Context: an optimization exercise on an open-source flow, tuned for small area, a short achievable clock period and few clock cycles. The choices shown serve that exercise and are no tape-out recipe.
Only simulation tests tie the RTL to the original design; equivalence was not proved.
No activity file was given, so power comes from the tool's default toggle rates.

<file path="design/flow/design.v">
module vlcb_fcr (
    input  wire         clk,
    input  wire         rst_n,
    input  wire         cmd_valid,
    output wire         cmd_ready,
    input  wire [2:0]   cmd_op,
    input  wire [3:0]   vf_in_prio,
    input  wire [6:0]   vf_in_can_id,
    input  wire [7:0]   vf_in_opcode,
    input  wire [3:0]   vf_in_nops,
    input  wire [55:0]  vf_in_opnd,      
    input  wire         cf_in_ext,
    input  wire [10:0]  cf_in_id,
    input  wire [3:0]   cf_in_len,
    input  wire [63:0]  cf_in_data,      
    input  wire [15:0]  sg_src,
    input  wire [7:0]   sg_stream,
    input  wire [7:0]   sg_seq,
    input  wire [3:0]   sg_dlen,
    input  wire [55:0]  sg_data,         
    input  wire         sg_first,
    input  wire         sg_last,
    input  wire [15:0]  sg_total,
    input  wire [15:0]  sg_cks,
    input  wire [31:0]  now,             
    input  wire [2:0]   csr_idx,         
    output reg          res_valid,
    output reg  [3:0]   res,
    output reg          cf_out_ext,
    output reg  [10:0]  cf_out_id,
    output reg  [3:0]   cf_out_len,
    output reg  [63:0]  cf_out_data,
    output reg  [3:0]   vf_out_prio,
    output reg  [6:0]   vf_out_can_id,
    output reg  [7:0]   vf_out_opcode,
    output reg  [3:0]   vf_out_nops,
    output reg  [55:0]  vf_out_opnd,
    output reg          sr_slot_valid,
    output reg  [1:0]   sr_slot,
    output reg  [15:0]  pl_src,
    output reg  [7:0]   pl_stream,
    output reg  [15:0]  pl_len,
    output wire [895:0] pl_data,         
    output reg  [3:0]   pr_to_mask,
    output reg  [63:0]  pr_to_src,       
    output reg  [31:0]  pr_to_stream,    
    output reg          pr_nd_valid,
    output reg  [31:0]  pr_nd,
    output reg  [31:0]  csr_val
);
    localparam N_SLOTS  = 4;
    localparam SEG_CAP  = 7;
    localparam MAX_SEGS = 16;
    localparam MAX_LEN  = SEG_CAP * MAX_SEGS;    
    localparam T_MSG    = 1000;
    localparam SEGW     = 8 * SEG_CAP;           
    localparam BUFW     = 8 * MAX_LEN;           
    localparam OP_ENC  = 3'd0;
    localparam OP_DEC  = 3'd1;
    localparam OP_SEG  = 3'd2;
    localparam OP_POLL = 3'd3;
    localparam OP_RDC  = 3'd4;
    localparam OP_RST  = 3'd5;
    localparam R_OK           = 4'h0;
    localparam R_SEG_ACCEPTED = 4'h1;
    localparam R_SEG_DUP      = 4'h2;
    localparam R_SEG_COMPLETE = 4'h3;
    localparam R_TOO_LARGE    = 4'h8;
    localparam R_EXTENDED     = 4'h9;
    localparam R_EMPTY        = 4'hA;
    localparam R_TABLE_FULL   = 4'hB;
    localparam R_CKS_MISMATCH = 4'hC;
    localparam R_TIMEOUT      = 4'hD;
    localparam R_SEG_DROPPED  = 4'hE;
    localparam R_ILLEGAL      = 4'hF;
    localparam S_IDLE = 2'd0;
    localparam S_RECV = 2'd1;
    localparam S_COMP = 2'd2;
    localparam S_ABRT = 2'd3;
    localparam C_COMPLETE = 0;
    localparam C_DUP      = 1;
    localparam C_DROPPED  = 2;
    localparam C_FULL     = 3;
    localparam C_CKS      = 4;
    localparam C_TIMEOUT  = 5;
    wire [N_SLOTS-1:0][1:0]          s_state;
    wire [N_SLOTS-1:0][15:0]         s_src;
    wire [N_SLOTS-1:0][7:0]          s_stream;
    wire [N_SLOTS-1:0][15:0]         s_total;
    wire [N_SLOTS-1:0][15:0]         s_rx;
    wire [N_SLOTS-1:0][MAX_SEGS-1:0] s_bmp;
    wire [N_SLOTS-1:0]               s_lseen;
    wire [N_SLOTS-1:0][15:0]         s_cks;
    wire [N_SLOTS-1:0][7:0]          s_lseq;
    wire [N_SLOTS-1:0][3:0]          s_ldlen;
    wire [N_SLOTS-1:0][31:0]         s_lact;
    wire [N_SLOTS-1:0][31:0]         s_dl;
    wire [5:0][31:0]                 cnt;
    wire [N_SLOTS-1:0][BUFW-1:0]     buf_rd;
    reg                busy;
    reg [1:0]          ck_slot;
    reg [3:0]          ck_idx;
    reg [15:0]         ck_sum;
    assign cmd_ready = ~busy;
    wire accept = cmd_valid & ~busy;
    wire        enc_ok = (vf_in_nops < 4'd8);
    reg  [63:0] enc_data;
    integer     k;
    always @* begin
        enc_data = 64'd0;
        enc_data[7:0] = vf_in_opcode;
        for (k = 0; k < 7; k = k + 1)
            if (k < vf_in_nops)
                enc_data[8*(k+1) +: 8] = vf_in_opnd[8*k +: 8];
    end
    reg  [3:0]  dec_res;
    reg  [55:0] dec_opnd;
    always @* begin
        if (cf_in_ext)
            dec_res = R_EXTENDED;
        else if (cf_in_len > 4'd8)
            dec_res = R_ILLEGAL;
        else if (cf_in_len == 4'd0)
            dec_res = R_EMPTY;
        else
            dec_res = R_OK;
        dec_opnd = 56'd0;
        for (k = 0; k < 7; k = k + 1)
            if (k + 1 < cf_in_len)
                dec_opnd[8*k +: 8] = cf_in_data[8*(k+1) +: 8];
    end
    wire seg_wf = (sg_dlen <= SEG_CAP) &&
                  (sg_seq < MAX_SEGS) &&
                  (sg_first == (sg_seq == 8'd0)) &&
                  (sg_last || (sg_dlen == SEG_CAP)) &&
                  (!sg_last || (sg_dlen != 4'd0)) &&
                  (!sg_first || ((sg_total != 16'd0) && (sg_total <= MAX_LEN)));
    reg        hit;
    reg [1:0]  hit_idx;
    reg        idle_found;
    reg [1:0]  idle_idx;
    reg        evict_found;
    reg [1:0]  evict_idx;
    reg [31:0] evict_lact;
    integer    i;
    always @* begin
        hit = 1'b0;
        hit_idx = 2'd0;
        idle_found = 1'b0;
        idle_idx = 2'd0;
        evict_found = 1'b0;
        evict_idx = 2'd0;
        evict_lact = 32'd0;
        for (i = 0; i < N_SLOTS; i = i + 1) begin
            if (s_state[i] == S_RECV && s_src[i] == sg_src && s_stream[i] == sg_stream) begin
                hit = 1'b1;
                hit_idx = i[1:0];
            end
            if (s_state[i] == S_IDLE && !idle_found) begin
                idle_found = 1'b1;
                idle_idx = i[1:0];
            end
            if ((s_state[i] == S_COMP || s_state[i] == S_ABRT) &&
                (!evict_found || s_lact[i] < evict_lact)) begin
                evict_found = 1'b1;
                evict_idx = i[1:0];
                evict_lact = s_lact[i];
            end
        end
    end
    wire       seg_alloc = !hit;
    wire       seg_have  = hit || idle_found || evict_found;
    wire [1:0] seg_slot  = hit ? hit_idx : (idle_found ? idle_idx : evict_idx);
    wire [MAX_SEGS-1:0] cur_bmp   = seg_alloc ? {MAX_SEGS{1'b0}} : s_bmp[seg_slot];
    wire [15:0]         cur_rx    = seg_alloc ? 16'd0 : s_rx[seg_slot];
    wire [15:0]         cur_total = seg_alloc ? 16'd0 : s_total[seg_slot];
    wire                cur_lseen = seg_alloc ? 1'b0  : s_lseen[seg_slot];
    wire [15:0]         cur_cks   = seg_alloc ? 16'd0 : s_cks[seg_slot];
    wire [7:0]          cur_lseq  = seg_alloc ? 8'd0  : s_lseq[seg_slot];
    wire [3:0]          cur_ldlen = seg_alloc ? 4'd0  : s_ldlen[seg_slot];
    wire                seg_dup   = cur_bmp[sg_seq[3:0]];
    wire [MAX_SEGS-1:0] new_bmp   = cur_bmp | ({{(MAX_SEGS-1){1'b0}}, 1'b1} << sg_seq[3:0]);
    wire [15:0]         new_rx    = cur_rx + {12'd0, sg_dlen};
    wire [15:0]         new_total = sg_first ? sg_total : cur_total;
    wire                take_last = sg_last && !cur_lseen;
    wire                new_lseen = cur_lseen | sg_last;
    wire [15:0]         new_cks   = take_last ? sg_cks  : cur_cks;
    wire [7:0]          new_lseq  = take_last ? sg_seq  : cur_lseq;
    wire [3:0]          new_ldlen = take_last ? sg_dlen : cur_ldlen;
    wire seg_ready = new_bmp[0] && new_lseen && (new_rx >= new_total);
    wire [MAX_SEGS:0]   contig_mask = ({{MAX_SEGS{1'b0}}, 1'b1} << (new_lseq[3:0] + 5'd1)) - 1'b1;
    wire [15:0]         last_end    = new_lseq * SEG_CAP + {12'd0, new_ldlen};
    wire seg_contig = (new_bmp == contig_mask[MAX_SEGS-1:0]) && (last_end == new_total);
    wire [32:0] dl_sum   = {1'b0, now} + T_MSG;
    wire [31:0] dl_alloc = dl_sum[32] ? 32'hFFFF_FFFF : dl_sum[31:0];
    wire seg_cmd      = accept && (cmd_op == OP_SEG);
    wire seg_write    = seg_cmd && seg_wf && seg_have;        
    wire seg_store    = seg_write && !seg_dup;                
    wire seg_abort    = seg_store && seg_ready && !seg_contig;
    wire seg_check    = seg_store && seg_ready && seg_contig;  
    reg [3:0]  poll_exp;
    reg        nd_valid;
    reg [31:0] nd_min;
    reg [2:0]  poll_cnt;
    always @* begin
        nd_valid = 1'b0;
        nd_min   = 32'd0;
        poll_cnt = 3'd0;
        for (i = 0; i < N_SLOTS; i = i + 1) begin
            poll_exp[i] = (s_state[i] == S_RECV) && (now >= s_dl[i]);
            poll_cnt = poll_cnt + {2'd0, poll_exp[i]};
            if (s_state[i] == S_RECV && !poll_exp[i] &&
                (!nd_valid || s_dl[i] < nd_min)) begin
                nd_valid = 1'b1;
                nd_min   = s_dl[i];
            end
        end
    end
    wire poll_cmd = accept && (cmd_op == OP_POLL);
    wire rst_cmd  = accept && (cmd_op == OP_RST);
    wire [BUFW-1:0] ck_buf  = buf_rd[ck_slot];
    wire [SEGW-1:0] ck_seg  = ck_buf[SEGW*ck_idx +: SEGW];
    wire            ck_last = (ck_idx == s_lseq[ck_slot][3:0]);
    reg  [15:0]     ck_add;
    always @* begin
        ck_add = 16'd0;
        for (k = 0; k < SEG_CAP; k = k + 1)
            if (!ck_last || k < s_ldlen[ck_slot])
                ck_add = ck_add + {8'd0, ck_seg[8*k +: 8]};
    end
    wire [15:0] ck_next  = ck_sum + ck_add;
    wire        ck_done  = busy && ck_last;
    wire        ck_good  = ck_done && (ck_next == s_cks[ck_slot]);
    wire        ck_bad   = ck_done && (ck_next != s_cks[ck_slot]);
    always @(posedge clk) begin
        if (!rst_n) begin
            busy    <= 1'b0;
            ck_slot <= 2'd0;
            ck_idx  <= 4'd0;
            ck_sum  <= 16'd0;
        end else if (seg_check) begin
            busy    <= 1'b1;
            ck_slot <= seg_slot;
            ck_idx  <= 4'd0;
            ck_sum  <= 16'd0;
        end else if (busy) begin
            ck_idx  <= ck_idx + 4'd1;
            ck_sum  <= ck_next;
            if (ck_last)
                busy <= 1'b0;
        end
    end
    genvar gs, gq, gb;
    generate
        for (gs = 0; gs < N_SLOTS; gs = gs + 1) begin : g_slot
            wire sel = (seg_slot == gs);
            reg [1:0]          state;
            reg [15:0]         src;
            reg [7:0]          stream;
            reg [15:0]         total;
            reg [15:0]         rx;
            reg [MAX_SEGS-1:0] bmp;
            reg                lseen;
            reg [15:0]         cks;
            reg [7:0]          lseq;
            reg [3:0]          ldlen;
            reg [31:0]         lact;
            reg [31:0]         dl;
            assign s_state[gs]  = state;
            assign s_src[gs]    = src;
            assign s_stream[gs] = stream;
            assign s_total[gs]  = total;
            assign s_rx[gs]     = rx;
            assign s_bmp[gs]    = bmp;
            assign s_lseen[gs]  = lseen;
            assign s_cks[gs]    = cks;
            assign s_lseq[gs]   = lseq;
            assign s_ldlen[gs]  = ldlen;
            assign s_lact[gs]   = lact;
            assign s_dl[gs]     = dl;
            always @(posedge clk) begin
                if (!rst_n || rst_cmd) begin
                    state  <= S_IDLE;
                    src    <= 16'd0;
                    stream <= 8'd0;
                    total  <= 16'd0;
                    rx     <= 16'd0;
                    bmp    <= {MAX_SEGS{1'b0}};
                    lseen  <= 1'b0;
                    cks    <= 16'd0;
                    lseq   <= 8'd0;
                    ldlen  <= 4'd0;
                    lact   <= 32'd0;
                    dl     <= 32'd0;
                end else begin
                    if (seg_write && sel) begin
                        lact <= now;
                        if (seg_alloc) begin
                            state  <= S_RECV;
                            src    <= sg_src;
                            stream <= sg_stream;
                            dl     <= dl_alloc;
                        end
                        if (!seg_dup) begin
                            total <= new_total;
                            rx    <= new_rx;
                            bmp   <= new_bmp;
                            lseen <= new_lseen;
                            cks   <= new_cks;
                            lseq  <= new_lseq;
                            ldlen <= new_ldlen;
                        end
                        if (seg_abort)
                            state <= S_ABRT;
                    end
                    if (poll_cmd && poll_exp[gs])
                        state <= S_ABRT;
                    if (ck_done && ck_slot == gs)
                        state <= ck_good ? S_COMP : S_ABRT;
                end
            end
            for (gq = 0; gq < MAX_SEGS; gq = gq + 1) begin : g_seg
                for (gb = 0; gb < SEG_CAP; gb = gb + 1) begin : g_byte
                    reg [7:0] q;
                    always @(posedge clk)
                        if (seg_store && sel && sg_seq[3:0] == gq && gb < sg_dlen)
                            q <= sg_data[8*gb +: 8];
                    assign buf_rd[gs][8*(SEG_CAP*gq+gb) +: 8] = q;
                end
            end
        end
    endgenerate
    function [31:0] sat_add;
        input [31:0] a;
        input [2:0]  b;
        reg   [32:0] s;
        begin
            s = {1'b0, a} + {30'd0, b};
            sat_add = s[32] ? 32'hFFFF_FFFF : s[31:0];
        end
    endfunction
    reg [5:0][2:0] inc;
    always @* begin
        inc[C_COMPLETE] = {2'd0, ck_good};
        inc[C_DUP]      = {2'd0, seg_write && seg_dup};
        inc[C_DROPPED]  = {2'd0, seg_cmd && !seg_wf};
        inc[C_FULL]     = {2'd0, seg_cmd && seg_wf && !seg_have};
        inc[C_CKS]      = {2'd0, seg_abort || ck_bad};
        inc[C_TIMEOUT]  = poll_cmd ? poll_cnt : 3'd0;
    end
    genvar gc;
    generate
        for (gc = 0; gc < 6; gc = gc + 1) begin : g_cnt
            reg [31:0] c;
            assign cnt[gc] = c;
            always @(posedge clk)
                if (!rst_n || rst_cmd)
                    c <= 32'd0;
                else
                    c <= sat_add(c, inc[gc]);
        end
    endgenerate
    reg [1:0] pl_slot;    
    always @(posedge clk) begin
        if (!rst_n)
            res_valid <= 1'b0;
        else
            res_valid <= (accept && !seg_check) || ck_done;
    end
    always @(posedge clk) begin
        if ((accept && !seg_check) || ck_done) begin
            res           <= R_OK;
            cf_out_ext    <= 1'b0;
            cf_out_id     <= 11'd0;
            cf_out_len    <= 4'd0;
            cf_out_data   <= 64'd0;
            vf_out_prio   <= 4'd0;
            vf_out_can_id <= 7'd0;
            vf_out_opcode <= 8'd0;
            vf_out_nops   <= 4'd0;
            vf_out_opnd   <= 56'd0;
            sr_slot_valid <= 1'b0;
            sr_slot       <= 2'd0;
            pl_src        <= 16'd0;
            pl_stream     <= 8'd0;
            pl_len        <= 16'd0;
            pl_slot       <= 2'd0;
            pr_to_mask    <= 4'd0;
            pr_to_src     <= 64'd0;
            pr_to_stream  <= 32'd0;
            pr_nd_valid   <= 1'b0;
            pr_nd         <= 32'd0;
            csr_val       <= 32'd0;
            if (ck_done) begin
                sr_slot_valid <= 1'b1;
                sr_slot       <= ck_slot;
                if (ck_good) begin
                    res       <= R_SEG_COMPLETE;
                    pl_src    <= s_src[ck_slot];
                    pl_stream <= s_stream[ck_slot];
                    pl_len    <= s_total[ck_slot];
                    pl_slot   <= ck_slot;
                end else begin
                    res       <= R_CKS_MISMATCH;
                end
            end else begin
                case (cmd_op)
                    OP_ENC: begin
                        if (enc_ok) begin
                            res         <= R_OK;
                            cf_out_id   <= {vf_in_prio, vf_in_can_id};
                            cf_out_len  <= vf_in_nops + 4'd1;
                            cf_out_data <= enc_data;
                        end else begin
                            res <= R_TOO_LARGE;
                        end
                    end
                    OP_DEC: begin
                        res <= dec_res;
                        if (dec_res == R_OK) begin
                            vf_out_prio   <= cf_in_id[10:7];
                            vf_out_can_id <= cf_in_id[6:0];
                            vf_out_opcode <= cf_in_data[7:0];
                            vf_out_nops   <= cf_in_len - 4'd1;
                            vf_out_opnd   <= dec_opnd;
                        end
                    end
                    OP_SEG: begin
                        if (!seg_wf)
                            res <= R_SEG_DROPPED;
                        else if (!seg_have)
                            res <= R_TABLE_FULL;
                        else begin
                            sr_slot_valid <= 1'b1;
                            sr_slot       <= seg_slot;
                            if (seg_dup)
                                res <= R_SEG_DUP;
                            else if (seg_abort)
                                res <= R_CKS_MISMATCH;
                            else
                                res <= R_SEG_ACCEPTED;
                        end
                    end
                    OP_POLL: begin
                        res         <= (poll_exp != 4'd0) ? R_TIMEOUT : R_OK;
                        pr_to_mask  <= poll_exp;
                        for (i = 0; i < N_SLOTS; i = i + 1)
                            if (poll_exp[i]) begin
                                pr_to_src[16*i +: 16]  <= s_src[i];
                                pr_to_stream[8*i +: 8] <= s_stream[i];
                            end
                        pr_nd_valid <= nd_valid;
                        pr_nd       <= nd_min;
                    end
                    OP_RDC: begin
                        if (csr_idx <= 3'd5) begin
                            res     <= R_OK;
                            csr_val <= cnt[csr_idx];
                        end else begin
                            res <= R_ILLEGAL;
                        end
                    end
                    OP_RST: res <= R_OK;
                    default: res <= R_ILLEGAL;
                endcase
            end
        end
    end
    wire [BUFW-1:0] pl_buf = buf_rd[pl_slot];
    genvar gp;
    generate
        for (gp = 0; gp < MAX_LEN; gp = gp + 1) begin : g_pl
            assign pl_data[8*gp +: 8] = (gp < pl_len) ? pl_buf[8*gp +: 8] : 8'd0;
        end
    endgenerate
endmodule
</file>
<file path="design/flow/run.sh">
#!/bin/bash
# synth_recipe.tcl (not shown) runs the flow's synth.tcl, then flattens the netlist and writes it again
# the make line also repeats each setting of config.mk as NAME=value (left out here)
make -C /OpenROAD-flow-scripts/flow DESIGN_CONFIG=/design/flow/config.mk WORK_HOME=/design/flow/orfs CLKGATE_MAP_FILE= SYNTH_SCRIPT=/design/flow/synth_recipe.tcl finish
</file>
<file path="design/flow/config.mk">
export PLATFORM = sky130hd
export DESIGN_NAME = vlcb_fcr
export DESIGN_NICKNAME = vlcb_fcr
export VERILOG_FILES = /design/flow/design.v
export SDC_FILE = /design/flow/constraint.sdc
export NUM_CORES = 4
export LEC_CHECK = 0
export CAP_MARGIN = 20
export CORE_MARGIN = 2
export CORE_UTILIZATION = 45
export PLACE_DENSITY = 0.65
export SLEW_MARGIN = 20
</file>
<file path="design/flow/constraint.sdc">
create_clock -name core_clock -period 24.0 [get_ports {clk}]
set_input_delay 4.8000 -clock core_clock [delete_from_list [all_inputs] [get_ports {clk}]]
set_output_delay 4.8000 -clock core_clock [all_outputs]
set_load 0.01 [all_outputs]
</file>
==> results.ini <==
[yosys]
synth.area.top_cells=edfxtp_1 50%, mux4_2 21%, dfxtp_1 7.5%, nand2_1 2.8%, nor2b_1 2.5%
yosys_register_bits=4840
ys_types=108
syn_avg_cell_area_sq_um=14.77
yosysWarnings=1
mappedNetlistArea_sq_um=236600
async_flop_share_pct=0
synthFlopType=edfxtp_1
synthCells=16021
synth_edf_count=3956
ys_seq_area_share_pct=57.70
synth_top_area_share_pct=50.22
synth_top_area_cell=edfxtp_1

[clock_tree]
htreeDepth=6
cts_buffers=543
cts_tree=done
cts-root-buf=clkbuf_16
cts_setup_buffers=0
cts_buffer_depth=4
cts.clk_slew.worst_paths_ns=0.06
clock-sinks=4840
hold_buffers=0
insertion_delay_ns=1.11
cts_resized=0

[routing]
first_pass_iters=6
num_vias=159520
viasPerCell=6.297
ant_nets=0
postRouteWirelength_um=911400
wl_per_cell_um=35.98
drtIter0Drc=20704
remaining_drc_errors=0

[timing]
maxSlewHeadroom_pct=15.52
fmax_mhz=50.04
setup_viol=0
fin_skew_ns=0.08848
tightest_slew_ns=1.265
fin_crit_sh_pct=83.27
finalMaxSlewViolations=0
rsz0062_at_grt=no
fin_crit_ns=19.99
hold_viol=0
tns_ns=0

[layout]
seq_area_sq_um=136500
num-nets-final=18550
area_growth_pct=18.94
multi_input_area_sq_um=95250
drive_above_1_share_pct=22.15
fillers=42674
layout.cells.non_filler=25332

[worst_setup_path]
slowest_delay_ns=0.76
cp-end-kind=register
r2r_slack_ns=4.01
crit_type=reg2reg
crit_slowest_cell=nand2_1
crit_arrival_ns=20.85
start_kind=register
required_ns=24.87
crit_path_frequent_cell=a21oi_1
critPathMaxFanout=64

[hold_path]
holdCritPathClass=reg2reg

[outcome]
status=complete, no violations

[flow_run]
drv_cap=0

[pwr]
switching_share_pct=23.50
leakage_uw=0.09108
power.density_nw_per_um2=65.94
p_clk_share_pct=45.4
switchingPower_uw=4360
ir_drop_mv=0.07744
p_int_uw=14190
combPwrFrac_pct=5.6
pwr-share-seq_pct=49.1

[die]
core-area_sq_um=524200
pin_count=1595
die_w_um=729.1
die-area_sq_um=531500
fp-row-count=266
fp.dieH_um=729.1
start_util_pct=45.13

[placed_design]
dpl.cell_count=24174
gp_congestion=1.018
io_buffers=1593
hpwl_um=656600

[global_route]
grt_use_total_pct=33.71
grt_pass1_wl_um=1245000
antenna_found_initial=171
gr-total-overflow=0
grt_start_max_net_pins=187
grt_pass1_vias=153748

[Yosys cell counts, types with 49 or more instances]
| cell | n |
|---|---|
| xnor2_1 | 222 |
| and2_1 | 239 |
| buf_1 | 216 |
| xor2_1 | 175 |
| dfxtp_1 | 884 |
| mux2_2 | 97 |
| mux2i_1 | 148 |
| nor4_1 | 178 |
| o21ai_0 | 255 |
| nor2_1 | 549 |
| nand3_1 | 158 |
| mux4_2 | 2169 |
| inv_1 | 257 |
| and3_1 | 163 |
| ha_1 | 450 |
| nand2_1 | 1734 |
| edfxtp_1 | 3956 |
| a21o_1 | 114 |
| nor2b_1 | 946 |
| nand4_1 | 145 |
| o211ai_1 | 49 |
| a21oi_1 | 1057 |
| a211oi_1 | 99 |
| clkbuf_1 | 885 |
| nor3_1 | 339 |
| nand2b_1 | 57 |
[state kept, by name, summed over array words and instances, names as in the netlist, 56 cells and up]
register and cells:
pr_to_src 64, g_slot.src 64, cf_out_data 64, g_slot.lact 128, g_slot.g_seg.g_byte.q 3584, g_slot.dl 128
vf_out_opnd 56, g_slot.cks 64, g_slot.total 64, g_slot.rx 64, g_slot.bmp 64, g_cnt.c 192
[worst max-delay path: cells and delay by family (launching register included)]
kind	cells	cell delay [ns]
AOI/OAI and AO/OA	29	7.34
and+or+nand+nor	25	6.15
adders and majority gates	7	2.49
DFF	1	0.35
buffers and inverters	10	3.06
muxes	1	0.22
[per-layer routing]
layer / wire [um] / global-route usage [%] / vias up / share of wire, %
li1: - / - / 66134 / -
met4: 69010 / 21.45 / 60 / 7.6
met1: 322900 / 42.06 / 82158 / 35
met2: 415200 / 51.64 / 9425 / 46
met3: 103900 / 9.909 / 1743 / 11
met5: 402 / 0 / - / 0.044
[per-stage QoR]
stage          power, uW  worst slack [ns]  cell area [sq um]  hold slack (ns)  util, %
6_report           18550             4.015             281400           0.4500    53.68
5_1_grt            18970             2.570             281200           0.4652    53.65
4_1_cts            18600             3.848             280800           0.4508    53.57
3_5_place_dp       10290             3.927             262900           0.4430    50.15
3_3_place_gp       10290             4.064             262800           0.4366    50.14
2_1_floorplan       9686            0.7092             236600           0.4285        -
[kinds of logic (layout without fill, tap and decap cells)]
kind of cell    after synthesis  count (layout)  synth area share, %
simple gates               4633            4633                9.639
buf+inv                    1404            3572                2.286
compound gates             1859            1859                4.603
mux                        2416            2416                21.75
flops                      4840            4840                57.70
other cells                   1             176             0.001585
xor+xnor                    397             397                1.470
fa+ha+maj                   471             471                2.554
[area by class of cell]
| class | count | share of cell area, % |
|---|---|---|
| tap | 6968 | 3.098 |
| inverter | 258 | 0.3442 |
| clock inverter | 309 | 1.262 |
| antenna | 173 | 0.1539 |
| timing repair buffer | 2332 | 7.673 |
| sequential | 4840 | 48.52 |
| multi-input combinational | 9779 | 33.85 |
| clock buffer | 673 | 5.100 |
[power by group through the flow]
| stage | Clock [uW] | Combinational, uW | Sequential, uW |
|---|---|---|---|
| after floorplan | 0 | 385 | 9300 |
| after global placement | 0 | 1000 | 9290 |
| final | 8410 | 1030 | 9110 |
| after global routing | 8800 | 1070 | 9110 |
| after detailed placement | 0 | 1010 | 9290 |
| after CTS | 8480 | 1010 | 9110 |
[final timing paths]
| check | start | end | depth (start not counted) |
|---|---|---|---|
| worst max-delay path | g_slot[0].state[1] | g_cnt[4].c[1] | 72 |
| worst min-delay path | g_slot[2].bmp[1] | g_slot[2].bmp[1] | 2 |
| worst max register to register | g_slot[0].state[1] | g_cnt[4].c[1] | 72 |
| worst min register to register | g_slot[2].bmp[1] | g_slot[2].bmp[1] | 2 |
[cells in the final DEF (no fill, tap or decap), drive strengths merged, types with 24 or more instances in the layout]
master         netlist  layout
edfxtp            3956    3956
mux4              2169    2169
nand2             1735    1735
clkdlybuf4s50        0    1535
a21oi             1058    1058
nor2b              946     946
dfxtp              884     884
buf                261     797
clkbuf             885     673
nor2               569     569
ha                 450     450
nor3               340     340
inv                258     288
o21ai              267     267
and2               240     240
xnor2              222     222
clkinv               0     222
nor4               178     178
xor2               175     175
diode                0     173
and3               163     163
nand3              158     158
mux2i              148     148
nand4              145     145
a21o               115     115
a211oi             103     103
mux2                99      99
nand2b              58      58
o211ai              49      49
o21a                41      41
bufinv               0      38
a22oi               35      35
o31ai               34      34
o21bai              24      24
Testbench counts, summed over its fixed seeds: cycles 20,687.

[separate check: timing with driven ports]
No port has a modelled driver above. Below, the same layout with a new extraction and two added sets of constraints. Step 1, drivers: a clkbuf_16 drives clk and a buf_2 each remaining input, both assumed. Step 2 also shifts input and output timing later by t, the mid clock arrival at the registers, as if the neighbouring blocks saw the same clock. a / b / c = no drivers / after step 1 / after step 2; a / b = the first two.
shift t [ns]: 1.203
setup WS [ns]: 4.015 / 4.015 / 4.015
worst setup path at the end: register to register
worst register clock-pin slew, ns: 0.07 / 0.07
worst slew at a driven data input, ns: 0.43
After both steps this run still meets setup and hold. For this run, drivers alone change the setup slack by 0.000 ns; drivers and shift together by 0.000 ns.
